What follows belongs to an exercise in optimizing a design on an open flow for small area; a production flow would make more cautious choices. The RTL of this run was laid out without a check of its function. Power figures rest on the tool's default switching activity, not on a simulated workload.

[flow/standard.sh]
#!/bin/bash
# synth_recipe.tcl (not shown) runs the flow's synth.tcl, then flattens the netlist and writes it again
# the make line also repeats each setting of config.mk as NAME=value (left out here)
make -C /OpenROAD-flow-scripts/flow DESIGN_CONFIG=/design/flow/config.mk WORK_HOME=/design/flow/orfs CLKGATE_MAP_FILE= SYNTH_SCRIPT=/design/flow/synth_recipe.tcl "${@:-finish}"
[flow/flow/run.sh]
#!/bin/bash
# Standard layout, with the smallest buffer on each port and no CTS dummy loads.
set -euo pipefail
export BUFFER_PORTS_ARGS="-buffer_cell sky130_fd_sc_hd__buf_1"
export CTS_ARGS="-sink_clustering_enable -repair_clock_nets -dont_use_dummy_load -buf_list sky130_fd_sc_hd__clkbuf_8"
bash standard.sh > flow.log 2>&1
[flow/design.v]
module cu_codec (
    input  wire        clk,
    input  wire        rst_n,
    input  wire        req_valid,
    output wire        req_ready,
    input  wire [7:0]  req_op,
    input  wire [31:0] req_a,
    input  wire [31:0] req_v,
    input  wire [31:0] req_r,
    input  wire        close,
    output wire        rsp_valid,
    output wire [2:0]  rsp_code,
    output wire [2:0]  rsp_kind,
    output wire [31:0] rsp_fuel,
    output wire [3:0]  rsp_start,
    output wire [3:0]  rsp_mode,
    output wire [7:0]  rsp_pit,
    output wire [3:0]  rsp_display,
    output wire [4:0]  rsp_tm_addr,
    output wire [31:0] rsp_tm_stamp,
    output wire [3:0]  rsp_tm_sector,
    output wire [31:0] rsp_version,
    output wire [15:0] rsp_raw_len,
    output wire [63:0] rsp_raw_head,
    output reg  [15:0] discards,
    output wire        tx_valid,
    input  wire        tx_ready,
    output wire [7:0]  tx_data,
    output wire        tx_last,
    input  wire [1:0]  tx_status,
    input  wire        rx_valid,
    output wire        rx_ready,
    input  wire [7:0]  rx_data,
    input  wire        rx_last,
    input  wire        rx_timeout,
    input  wire        rx_ioerr,
    output reg         diag_valid,
    output wire [7:0]  diag_byte
);
    localparam [2:0] C_WW = 3'd0, C_LAP = 3'd1, C_IGN = 3'd2, C_RST = 3'd3,
                     C_VER = 3'd4, C_REQ = 3'd5, C_BTN = 3'd6;
    reg  [3:0]  st;
    wire s_resp  = st[3];
    wire s_idle  = ~st[3] & ~st[1] & ~st[0];
    wire s_send  = ~st[3] & ~st[1] &  st[0];
    wire s_await = ~st[3] &  st[1] & ~st[0];
    wire s_dec   = ~st[3] &  st[1] &  st[0];
    wire drop    = st[2];
    reg         closed;
    reg  [2:0]  cls;
    reg  [15:0] cnt;                 
    reg  [3:0]  sum;                 
    reg         f3a;                 
    reg         chk;                 
    reg  [3:0]  s [0:13];            
    wire a_ok  = ~|req_a[31:3];
    wire v4_ok = ~|req_v[31:4];
    wire v8_ok = ~|req_v[31:8];
    wire r_ok  = ~|req_r[31:4];
    wire p_ok  = v4_ok && (req_v[3:0] != 4'd0) && (req_v[3:0] <= 4'd8);
    reg  [2:0] q_err;
    reg  [2:0] q_cls;
    reg  [3:0] q1, q2, q3, q4;
    always @(*) begin
        q_err = 3'd0;
        q_cls = C_WW;
        q1 = req_v[3:0];
        q2 = {req_a[2:0], 1'b0};
        q3 = req_v[3:0];
        q4 = req_r[3:0];
        case (req_op)
            8'h01, 8'h02, 8'h03: begin
                if (!a_ok || !v4_ok) q_err = 3'd1;
                else if (!r_ok)      q_err = 3'd2;
                q1 = {2'b00, req_op[1:0]} - 4'd1;
            end
            8'h04: begin
                if (!a_ok || !p_ok) q_err = 3'd1;
                else if (!r_ok)     q_err = 3'd2;
                q1 = 4'd6;
            end
            8'h05: begin
                q1 = 4'd6; q2 = 4'd0; q3 = 4'd0; q4 = 4'd9;
            end
            8'h06: begin
                if (!v8_ok) q_err = 3'd1;
                q_cls = C_LAP;
                q1 = 4'd1; q2 = 4'hF; q3 = req_v[7:4]; q4 = 4'd1;
            end
            8'h07: begin
                if (!v8_ok) q_err = 3'd2;
                q_cls = C_IGN;
                q1 = req_v[3:0]; q2 = req_v[7:4];
            end
            8'h08: begin
                q_cls = C_RST;
                q1 = 4'd1; q2 = 4'd0;
            end
            8'h09: q_cls = C_VER;
            8'h0A: q_cls = C_REQ;
            8'h10: begin q_cls = C_BTN; q1 = 4'd1; end
            8'h11: begin q_cls = C_BTN; q1 = 4'd2; end
            8'h12: begin q_cls = C_BTN; q1 = 4'd5; end
            8'h13: begin q_cls = C_BTN; q1 = 4'd6; end
            8'h14: begin q_cls = C_BTN; q1 = 4'd7; end
            8'h15: begin q_cls = C_BTN; q1 = 4'd8; end
            default: q_err = 3'd6;
        endcase
    end
    reg [7:0] key;
    reg [2:0] lastidx;
    always @(*) begin
        case (cls)
            C_WW, C_LAP: begin key = 8'h4A; lastidx = 3'd5; end
            C_IGN:       begin key = 8'h3A; lastidx = 3'd3; end
            C_RST:       begin key = 8'h3D; lastidx = 3'd2; end
            C_VER:       begin key = 8'h30; lastidx = 3'd0; end
            C_REQ:       begin key = 8'h3F; lastidx = 3'd0; end
            default:     begin key = 8'h54; lastidx = 3'd1; end
        endcase
    end
    wire is_lap  = (cls == C_LAP);
    wire is_ver  = (cls == C_VER);
    wire is_req  = (cls == C_REQ);
    wire has_chk = (cls == C_WW) || (cls == C_LAP) || (cls == C_IGN);
    wire [2:0] idx = cnt[2:0];
    reg  [3:0] txn;
    always @(*) begin
        case (idx)
            3'd1:    txn = s[2];
            3'd2:    txn = s[3];
            3'd3:    txn = s[4];
            default: txn = s[5];
        endcase
    end
    assign tx_valid = s_send;
    assign tx_last  = (idx == lastidx);
    assign tx_data  = (idx == 3'd0) ? key : {4'h3, (has_chk && tx_last) ? sum : txn};
    wire   tx_take  = s_send && tx_ready;
    assign req_ready = s_idle;
    assign rx_ready  = s_await;
    wire rx_take   = s_await && rx_valid;
    wire take_data = rx_take && !rx_timeout && !rx_ioerr;
    wire first     = (cnt == 16'd0) && !drop;
    wire match     = (rx_data == key);
    wire drop_now  = first ? !match : drop;
    wire mdata     = take_data && !first && !drop;     
    wire k17       = (cnt == 16'd17);
    wire sum_ok    = (rx_data == {4'h3, sum});
    wire lap_end   = take_data && rx_last && !drop_now && is_lap;
    wire ge2  = |cnt[15:1];
    wire ge6  = |cnt[15:3] | (cnt[2] & cnt[1]);
    wire ge12 = |cnt[15:4] | (cnt[3] & cnt[2]);
    wire ge16 = |cnt[15:4];
    reg [2:0] d_code;
    always @(*) begin
        d_code = 3'd0;
        if (is_req) begin
            if (f3a && ge2) d_code = !ge16 ? 3'd2 : chk ? 3'd0 : 3'd3;
            else            d_code = !ge12 ? 3'd2 : chk ? 3'd0 : 3'd3;
        end else if (is_ver) begin
            d_code = !ge6 ? 3'd2 : chk ? 3'd0 : 3'd3;
        end
    end
    assign rsp_valid = s_resp;
    assign rsp_code  = st[2:0];
    assign rsp_kind  = (st[2:0] != 3'd0) ? 3'd0 :
                       is_req ? (f3a ? 3'd1 : 3'd2) :
                       is_ver ? 3'd4 : 3'd3;
    assign rsp_fuel      = {s[8], s[7], s[6], s[5], s[4], s[3], s[2], s[1]};
    assign rsp_start     = s[9];
    assign rsp_mode      = s[10];
    assign rsp_pit       = {s[12], s[11]};
    assign rsp_display   = s[13];
    assign rsp_tm_addr   = {1'b0, s[0]} - 5'd1;
    assign rsp_tm_stamp  = {s[2], s[1], s[4], s[3], s[6], s[5], s[8], s[7]};
    assign rsp_tm_sector = s[9];
    assign rsp_version   = {s[7], s[6], s[5], s[4], s[3], s[2], s[1], s[0]};
    assign rsp_raw_len   = cnt;
    assign rsp_raw_head  = {s[13], s[12], s[11], s[10], s[9], s[8], s[7], s[6],
                            s[5], s[4], s[3], s[2], s[1], s[0], key};
    assign diag_byte     = {s[1], s[0]};
    wire disc_ev = take_data && first && !match;
    always @(posedge clk) begin
        if (!rst_n) begin
            st         <= 4'd0;
            closed     <= 1'b0;
            diag_valid <= 1'b0;
        end else begin
            diag_valid <= disc_ev;
            if (close)
                closed <= 1'b1;
            if (s_idle) begin
                if (req_valid) begin
                    if (q_err != 3'd0) st <= {1'b1, q_err};
                    else if (closed)   st <= {1'b1, 3'd5};
                    else               st <= 4'b0001;
                end
            end else if (s_send) begin
                if (tx_take && tx_last) begin
                    if (tx_status == 2'd0)      st <= 4'b0010;
                    else if (tx_status == 2'd1) st <= {1'b1, 3'd4};
                    else                        st <= {1'b1, 3'd5};
                end
            end else if (s_await) begin
                if (rx_take) begin
                    if (rx_timeout)     st <= {1'b1, 3'd4};
                    else if (rx_ioerr)  st <= {1'b1, 3'd5};
                    else if (!rx_last)  st <= {1'b0, drop_now, 2'b10};
                    else if (drop_now)  st <= 4'b0010;
                    else if (is_lap)    st <= 4'b0001;
                    else                st <= 4'b0011;
                end
            end else if (s_dec) begin
                st <= {1'b1, d_code};
            end else begin
                st <= 4'd0;
            end
        end
    end
    wire       d_clr = !rst_n || (s_idle && req_valid);
    wire [16:0] d_t;
    assign d_t[0] = disc_ev && !(&discards);
    genvar g;
    generate
        for (g = 0; g < 16; g = g + 1) begin : g_disc
            assign d_t[g+1] = d_t[g] && discards[g];
            always @(posedge clk)
                if (d_clr || d_t[g])
                    discards[g] <= !d_clr && !discards[g];
        end
    endgenerate
    wire        c_clr = s_idle || (tx_take && tx_last) || (take_data && !drop_now && is_lap && rx_last);
    wire [16:0] c_t;
    assign c_t[0] = tx_take || (take_data && !drop_now && !(&cnt));
    generate
        for (g = 0; g < 16; g = g + 1) begin : g_cnt
            assign c_t[g+1] = c_t[g] && cnt[g];
            always @(posedge clk)
                if (c_clr || c_t[g])
                    cnt[g] <= !c_clr && !cnt[g];
        end
    endgenerate
    wire clr_s  = take_data && first && match && !is_lap;
    wire dg_s   = disc_ev;
    wire wr_s   = mdata && !is_lap && ~|cnt[15:4];
    wire [3:0] bus_e = rx_data[3:0] & {4{!clr_s}};
    wire [3:0] bus_o = ((is_req && !first) ? rx_data[3:0] : rx_data[7:4]) & {4{!clr_s}};
    reg  [13:0] we;
    integer i;
    always @(*) begin
        for (i = 0; i < 14; i = i + 1)
            we[i] = clr_s || (dg_s && i < 2) ||
                    (wr_s && (is_req ? (cnt[3:0] == i + 1) : (cnt[3:0] == i / 2 + 1)));
    end
    always @(posedge clk) begin
        if (s_idle)
            cls <= q_cls;
        else if (lap_end)
            cls <= C_WW;
        if (tx_take || take_data)
            sum <= (first ? 4'd0 : sum) + (s_send ? tx_data[3:0] : rx_data[3:0]);
        if (mdata && cnt == 16'd1)
            f3a <= (rx_data == 8'h3A);
        if (mdata && (is_ver ? (cnt == 16'd5) :
                      f3a ? (cnt == 16'd15 || k17) : (cnt == 16'd11)))
            chk <= (k17 && chk) || sum_ok;
        for (i = 0; i < 14; i = i + 1) begin
            if (s_idle && i >= 2 && i <= 6) begin
                case (i)
                    2: s[i] <= q1;
                    3: s[i] <= q2;
                    4: s[i] <= q3;
                    5: s[i] <= q4;
                    default: s[i] <= req_v[3:0];
                endcase
            end else if (lap_end && (i == 2 || i == 4)) begin
                s[i] <= (i == 2) ? 4'd2 : s[6];
            end else if (we[i]) begin
                s[i] <= (i % 2) ? bus_o : bus_e;
            end
        end
    end
endmodule
[flow/config.mk]
export PLATFORM = sky130hd
export DESIGN_NAME = cu_codec
export DESIGN_NICKNAME = cu_codec
export VERILOG_FILES = /design/flow/design.v
export SDC_FILE = /design/flow/constraint.sdc
export NUM_CORES = 4
export LEC_CHECK = 0
export CAP_MARGIN = 20
export CORE_MARGIN = 2
export CORE_UTILIZATION = 55
export PLACE_DENSITY = 0.65
export SLEW_MARGIN = 20
[flow/constraint.sdc]
create_clock -name core_clock -period 12.0 [get_ports {clk}]
set_input_delay 2.4000 -clock core_clock [delete_from_list [all_inputs] [get_ports {clk}]]
set_output_delay 2.4000 -clock core_clock [all_outputs]
set_load 0.01 [all_outputs]
==> impl_results.md <==
* First-pass GRT wire length at 34100 µm
* I/O pin cnt at 372
* Vias in the first global route at 6148
* FF+latch count, synth at 103
* Avg WL per Cell at 19.1 µm
* Via count at 6994
* Flop2flop setup slack at 8.31 ns
* Sw Pwr at 964 µW
* Startpoint Class: flop
* Post-Route Setup TNS at 0 ns
* Yosys cell types at 73
* Post-CTS sizing at 0
* Tcrit/Tclk final at 0.439
* Cell count of the worst hold path at 2
* Die height at 120 µm
* Final setup vio count at 0
* Reg power frac at 0.378
* Worst-path fanout max at 8
* TritonCTS buffer count at 9
* GRT overflow at 0
* Comb power frac at 0.530
* Area grow syn2layout at 8.55%
* Pleak at 2.72 nW
* DRT iter0 DRCs at 571
* Average size of a mapped cell at 9.05 µm²
* Final WL at 23100 µm
* Final Wtd Congestion at 1.01
* Htree depth at 3
* Core Box Area at 0.0132 mm²
* Worst Skew at 0.0288 ns
* Sink Count at 103
* Design Area, Final at 0.00802 mm²
* Clock latency (worst-skew pair) at 0.38 ns
* Die Span X at 120 µm
* Outcome: complete, no violations
* Clock root cell: clkbuf_8
* Post-Syn Area at 0.00739 mm²
* Min-Delay Startpoint: closed
* Reg2reg end: s[2][3]
* Final hold vios at 0
* Internal at 967 µW
* Crit path kind: reg -> out
* Sw Share at 0.499
* Final critical-path required period at 5.27 ns
* # hold bufs at CTS at 0
* Setup Fix Bufs, Post-CTS at 0
* Largest net degree at the start of global routing at 29
* Number of max-cap violations at 0
* Total Routing Usage GR at 0.311
* Actual slew at the worst max-slew pin at 0.974 ns
* Tot Pwr at 1.93 mW
* Ys Warns at 2
* Antenna cells at 0
* Fin nets at 1173
* Post-layout util at 0.608
* DP HPWL at 18400 µm
* Pwr per Cell Area at 241 mW/mm²
* Max-slew headroom at the worst pin at 0.351
* Num rows at 42
* Number of synthesized flops with an enable pin at 97
* Cells after Synth at 817
* Hold WC Path Type: reg -> reg
* Hold endpoint: closed
* Clock network power share at 0.092
* Post-synth top flop: edfxtp_1
* R2R depth at 9
* RR Startpoint: cls[1]
* WP data arrival at 2.87 ns
* Finished Layout Cells at 1210
* DIE AREA at 0.0144 mm²
* Peak supply drop at 112 µV
* Initial antenna violation count at 0
* Worst Path Required at 9.60 ns
* Dpl cell area at 0.00790 mm²
* # port buffers at 369
* Kind of end point of the critical path: primary output
* Worst-path clk slew at 0.09 ns
* Layout cell share with drive strength beyond 1 at 0.0416
* CTS tree: yes
* Final slew viol count at 0
* Fmax at 190 MHz
* RSZ-0062 raised after global routing: false
* Asr flop ratio synth at 0
* CP startpoint: cls[2]
* Starting Density at 0.560
* ANT nets after route at 0
* DRC at 0
* DR vias/cell at 5.78
* Drt first pass iters at 7
* Placed Instances at 1201
* CTS Buffer Depth at 2
* Register area share after synthesis at 0.410
cell families after synthesis:
logic type / count (synthesis) / synth area share
mux: 16 / 0.0223
simple gates: 296 / 0.203
fa+ha+maj: 14 / 0.0247
flops: 103 / 0.410
compound gates: 170 / 0.148
other cells: 1 / 0.000507
buf+inv: 200 / 0.171
xor+xnor: 17 / 0.0201
power by group through the flow:
stage          logic [mW]  clock network (mW)  registers (mW)
2_1_floorplan       0.764                   0           0.713
3_3_place_gp         1.00                   0           0.732
3_5_place_dp         1.01                   0           0.733
4_1_cts              1.01               0.177           0.726
5_1_grt              1.11               0.189           0.746
6_report             1.02               0.177           0.730
stage by stage:
| step | hold slack [ns] | setup slack (ns) |
|---|---|---|
| after floorplan | 0.460 | 7.34 |
| after global placement | 0.500 | 7.00 |
| after detailed placement | 0.504 | 6.94 |
| after CTS | 0.517 | 6.77 |
| after global routing | 0.561 | 6.62 |
| final | 0.514 | 6.73 |
layer usage:
| layer | global-route usage | share of wire | vias up |
|---|---|---|---|
| met1 | 0.393 | 0.39 | 3326 |
| met3 | 0.0356 | 0.061 | 47 |
| li1 | - | - | 3249 |
| met2 | 0.542 | 0.51 | 372 |
| met5 | 0 | 0 | - |
| met4 | 0.125 | 0.035 | 0 |
layout by cell type, fill, tap and decap left out, types with 6 or more instances in the layout:
| cell type | instances |
|---|---|
| xor2_1 | 9 |
| a21oi_1 | 39 |
| mux2i_1 | 12 |
| and2_1 | 6 |
| dfxtp_1 | 6 |
| buf_1 | 369 |
| nand2_1 | 68 |
| o21ai_1 | 12 |
| nand4_1 | 9 |
| nor3_1 | 18 |
| nor2_1 | 78 |
| a31oi_1 | 6 |
| nand3_1 | 18 |
| and3_1 | 11 |
| a32oi_1 | 7 |
| nand2b_1 | 15 |
| inv_1 | 31 |
| nor4_1 | 30 |
| or2_2 | 6 |
| xnor2_1 | 8 |
| or3_1 | 7 |
| ha_1 | 13 |
| edfxtp_1 | 97 |
| o22ai_1 | 11 |
| clkbuf_8 | 9 |
| o21ai_0 | 42 |
sequential cells by signal (all words and copies together), names as in the netlist:
| name | count |
|---|---|
| s | 56 |
| cnt | 16 |
| discards | 16 |
| st | 4 |
| sum | 4 |
| cls | 3 |
| chk | 1 |
| closed | 1 |
| diag_valid | 1 |
| f3a | 1 |
worst max-delay path: stages, from the launching register on:
cell and delay, ns:
edfxtp_1 0.52, inv_1 0.16, ha_1 0.27, or3_1 0.32, o211ai_1 0.26, o211ai_1 0.29
mux2i_1 0.18, a21oi_1 0.31, buf_1 0.19
cell usage after synthesis (all sizes together) (11+ instances only):
cell | n | area share
mux2i | 12 | 0.016
o22ai | 11 | 0.0093
inv | 32 | 0.016
nand3 | 19 | 0.014
and3 | 12 | 0.011
o21ai | 55 | 0.038
ha | 13 | 0.022
nor4 | 30 | 0.025
nor2 | 78 | 0.040
buf | 140 | 0.14
nand2 | 69 | 0.035
nand2b | 15 | 0.013
clkbuf | 27 | 0.014
nor3 | 18 | 0.012
a21oi | 39 | 0.026
edfxtp | 97 | 0.39
how the worst max path moves through the flow:
stage | to | depth (start not counted)
floorplan | s[1][0] | 6
CTS | tx_data[0] | 8
global route | tx_data[0] | 8
finish | tx_data[0] | 8
global placement | s[2][2] | 8
detailed placement | s[2][2] | 8
area by class of cell:
type / count / area, µm²
repair buffers: 374 / 1420
clock buffers: 9 / 124
flip-flops and latches: 103 / 3030
well taps: 176 / 220
multi-input cells: 515 / 3100
inverters: 33 / 125
fillers: 1260 / 5170

==> what the ideal ports hide <==
In the flow no input, the clock included, has a driving cell. The finished layout below was timed again as built, in two steps. Step 1 assumes that a clkbuf_16 drives the clock port and a buf_2 every other input. Step 2 moves the port delays by t, midway between the first and last clock arrival at a register: inputs arrive t later, outputs are due t later. That takes back most of the time a late clock gives input paths. Three values: no drivers, after step 1, after step 2; two values: the first two.
t (ns): 0.404
setup slack, ns: 6.733 / 6.696 / 6.912
worst hold slack (ns): 0.514 / 0.514 / 0.514
worst setup path at the end: input to register
After both steps this run still meets setup and hold. For this run, drivers alone change the setup slack by -0.037 ns; drivers and shift together by +0.179 ns.
